This design comes from an exercise in tuning for small area on the open sky130 flow, not from production work. The RTL was checked by simulation tests, not by an equivalence proof against the original design. Power figures rest on the tool's default switching activity, not on a simulated workload.

old:
## pwroff_engine
module pwroff_engine (
    input  wire        clk,
    input  wire        rst_n,         
    input  wire [31:0] base,
    input  wire [31:0] tick_rate,
    input  wire        trig_valid,
    input  wire [7:0]  trig_reason,
    output wire        ret_valid,
    output wire        ret_handled,
    input  wire        ret_ready,
    output wire        bus_valid,
    output wire        bus_write,
    output wire [31:0] bus_addr,
    output wire [7:0]  bus_wdata,
    input  wire        bus_ready,
    input  wire [7:0]  bus_rdata,
    output wire        slp_valid,
    output wire [6:0]  slp_units,
    input  wire        slp_ready,
    output wire        diag_valid,
    output wire [7:0]  diag_code,
    output wire [31:0] diag_data,
    input  wire        diag_ready,
    output wire [31:0] status
);
Size: ~580 cells after synthesis, about 4200 um^2 of cells after synthesis.
clock: 20.0 ns
lec_check: 0
cap_margin: 20
core_margin: 2
core_utilization: 40
slew_margin: 20
standard.sh (not shown) runs the stock make flow with config.mk's settings and CLKGATE_MAP_FILE= SYNTH_SCRIPT=/design/flow/synth_recipe.tcl, a recipe that flattens the netlist after the stock synthesis.
==> flow/flow/run.sh <==
#!/bin/bash
# Standard ORFS layout with three changes:
#  - after the standard synthesis, the combinational logic between the (unchanged) registers
#    is mapped again by ABC with an area-oriented script (flow/abc_area.script);
#  - port buffers use the smallest buffer cell;
#  - the clock tree uses small clock buffers and no dummy loads.
set -euo pipefail
W=$PWD
R=$W/orfs/results/sky130hd/pwroff_engine/base
LIB=$FLOW_HOME/platforms/sky130hd/lib/sky130_fd_sc_hd__tt_025C_1v80.lib
export BUFFER_PORTS_ARGS="-buffer_cell sky130_fd_sc_hd__buf_1"
export CTS_ARGS="-sink_clustering_enable -repair_clock_nets -buf_list sky130_fd_sc_hd__clkbuf_4 -root_buf sky130_fd_sc_hd__clkbuf_4 -dont_use_dummy_load"

# 1. standard synthesis
bash standard.sh "$R/1_2_yosys.v" > make_synth.log 2>&1
cp "$R/1_2_yosys.v" "$R/1_2_yosys_std.v"

# 2. remap the combinational logic; registers and tie cells are kept as they are
DU=$(sed 's/^/-dont_use /' flow/dont_use.txt | tr '\n' ' ')
cat > resynth.ys <<EOS
read_liberty -ignore_miss_func $LIB
blackbox sky130_fd_sc_hd__*df* sky130_fd_sc_hd__conb_1
read_verilog $R/1_2_yosys_std.v
hierarchy -top $FLOW_TOP
flatten
delete t:\$scopeinfo
opt_clean
techmap
opt -fast
abc -liberty $LIB $DU -script $W/flow/abc_area.script
opt_clean -purge
read_liberty -lib -ignore_redef $LIB
check -assert
tee -o $W/resynth_stat.txt stat -liberty $LIB
write_verilog -noattr -noexpr -nohex -nodec $W/resynth.v
EOS
cat > equiv.ys <<EOS
read_liberty -ignore_miss_func $LIB
read_verilog $R/1_2_yosys_std.v
rename $FLOW_TOP gold
read_verilog $W/resynth.v
rename $FLOW_TOP gate
flatten
delete t:\$scopeinfo
opt_clean
equiv_make gold gate eq
hierarchy -top eq
equiv_simple -seq 2
equiv_induct
equiv_status -assert
EOS
# use the remapped netlist only if Yosys proves it equivalent to the standard one
if yosys -s resynth.ys > resynth.log 2>&1 && yosys -s equiv.ys > equiv.log 2>&1; then
  cp resynth.v "$R/1_2_yosys.v"
else
  echo "resynthesis not used" >> resynth.log
fi

# 3. the rest of the standard flow
bash standard.sh > make_finish.log 2>&1
==> flow/flow/abc_area.script <==
strash
&get -n
&deepsyn -T 20
&put
dch -f
amap
topo
Other scripts of this flow, unchanged in this note and not shown: flow/flow/dont_use.txt
Every stage of the flow completed for old, and the final layout passed the timing, design-rule and antenna checks.
#### Input delta (new over old)
-- flow/flow/run.sh --
<<< old, line 4
#    is mapped again by ABC with an area-oriented script (flow/abc_area.script);
>>> new, line 4
#    is mapped again by ABC with an area-oriented script (flow/abc_area.script), tried with
#    several random seeds; the smallest result that Yosys proves equivalent to the standard
#    netlist replaces it;
<<< old, line 20
cat > resynth.ys <<EOS
>>> new, line 22
mkdir -p resynth
remap() {
  local s=$1
  sed "s/@SEED@/$s/" flow/abc_area.script > resynth/abc_$s.script
  cat > resynth/remap_$s.ys <<EOS
<<< old, line 30
abc -liberty $LIB $DU -script $W/flow/abc_area.script
>>> new, line 36
abc -liberty $LIB $DU -script $W/resynth/abc_$s.script
<<< old, line 34
tee -o $W/resynth_stat.txt stat -liberty $LIB
write_verilog -noattr -noexpr -nohex -nodec $W/resynth.v
>>> new, line 40
tee -o $W/resynth/stat_$s.txt stat -liberty $LIB
write_verilog -noattr -noexpr -nohex -nodec $W/resynth/net_$s.v
<<< old, line 37
cat > equiv.ys <<EOS
>>> new, line 43
  yosys -s resynth/remap_$s.ys > resynth/remap_$s.log 2>&1 || rm -f resynth/net_$s.v
}
for s in 1 2 3 4; do remap $s & done; wait
for s in 5 6 7 8; do remap $s & done; wait

# candidates, smallest first
: > resynth/areas.txt
for s in 1 2 3 4 5 6 7 8; do
  if [[ -f resynth/net_$s.v ]]; then
    a=$(awk '/Chip area/ {print $NF}' resynth/stat_$s.txt | tail -1)
    echo "$a $s" >> resynth/areas.txt
  fi
done
sort -g resynth/areas.txt -o resynth/areas.txt
used=none
while read -r a s; do
  cat > resynth/equiv_$s.ys <<EOS
<<< old, line 41
read_verilog $W/resynth.v
>>> new, line 63
read_verilog $W/resynth/net_$s.v
<<< old, line 52
# use the remapped netlist only if Yosys proves it equivalent to the standard one
if yosys -s resynth.ys > resynth.log 2>&1 && yosys -s equiv.ys > equiv.log 2>&1; then
  cp resynth.v "$R/1_2_yosys.v"
else
  echo "resynthesis not used" >> resynth.log
fi
>>> new, line 74
  if yosys -s resynth/equiv_$s.ys > resynth/equiv_$s.log 2>&1; then
    cp resynth/net_$s.v "$R/1_2_yosys.v"
    used=$s
    break
  fi
done < resynth/areas.txt
echo "remapped netlist used: seed $used" > resynth/used.txt
==> flow/flow/abc_area.script <==
strash
&get -n
&deepsyn -T 25 -S @SEED@
&put
dch -f
amap
topo
==> comparison <==
Against old as the reference, new delivers a lower starting density of the core. Sort new and old by die area desc -> top: old. The design area of new is lower than that of old. Compared with old, new shows a lower die height. Final-layout non-clock buffer area share came out higher on new than on old. new ended with less wire length than old. Relative to old, the total power per unit cell area of new is lower by 44 nW/um^2. new -> old: final period utilization flat. As far as row count goes, old and new are indistinguishable; the numbers are identical. new vs. old: area growth from synthesis to final layout went up by 0.89 points.

what the ideal ports hide:
The flow's constraints put no driver on any port. The routed layouts listed below were extracted and timed again, unchanged, in two steps.
Step 1 assumes that a clkbuf_16 drives the clock port and a buf_2 every other input.
Step 2 times the ports against the registers' clock, not the clock port: input delays grow and output delays shrink by t, the midpoint of the rising clock arrivals with the driver on.
Three values: ideal ports, drivers, drivers and shift; two values: the first two.
run	t (ns)	slack for setup (ns)	pins driven straight from the clock port
old	0.435	8.244 / 8.215 / 8.215	1
new	0.429	8.251 / 8.225 / 8.225	1
After both steps setup and hold are still met in every run listed. For old, which loses most, drivers alone change the setup slack by -0.029 ns; drivers and shift together by -0.029 ns.
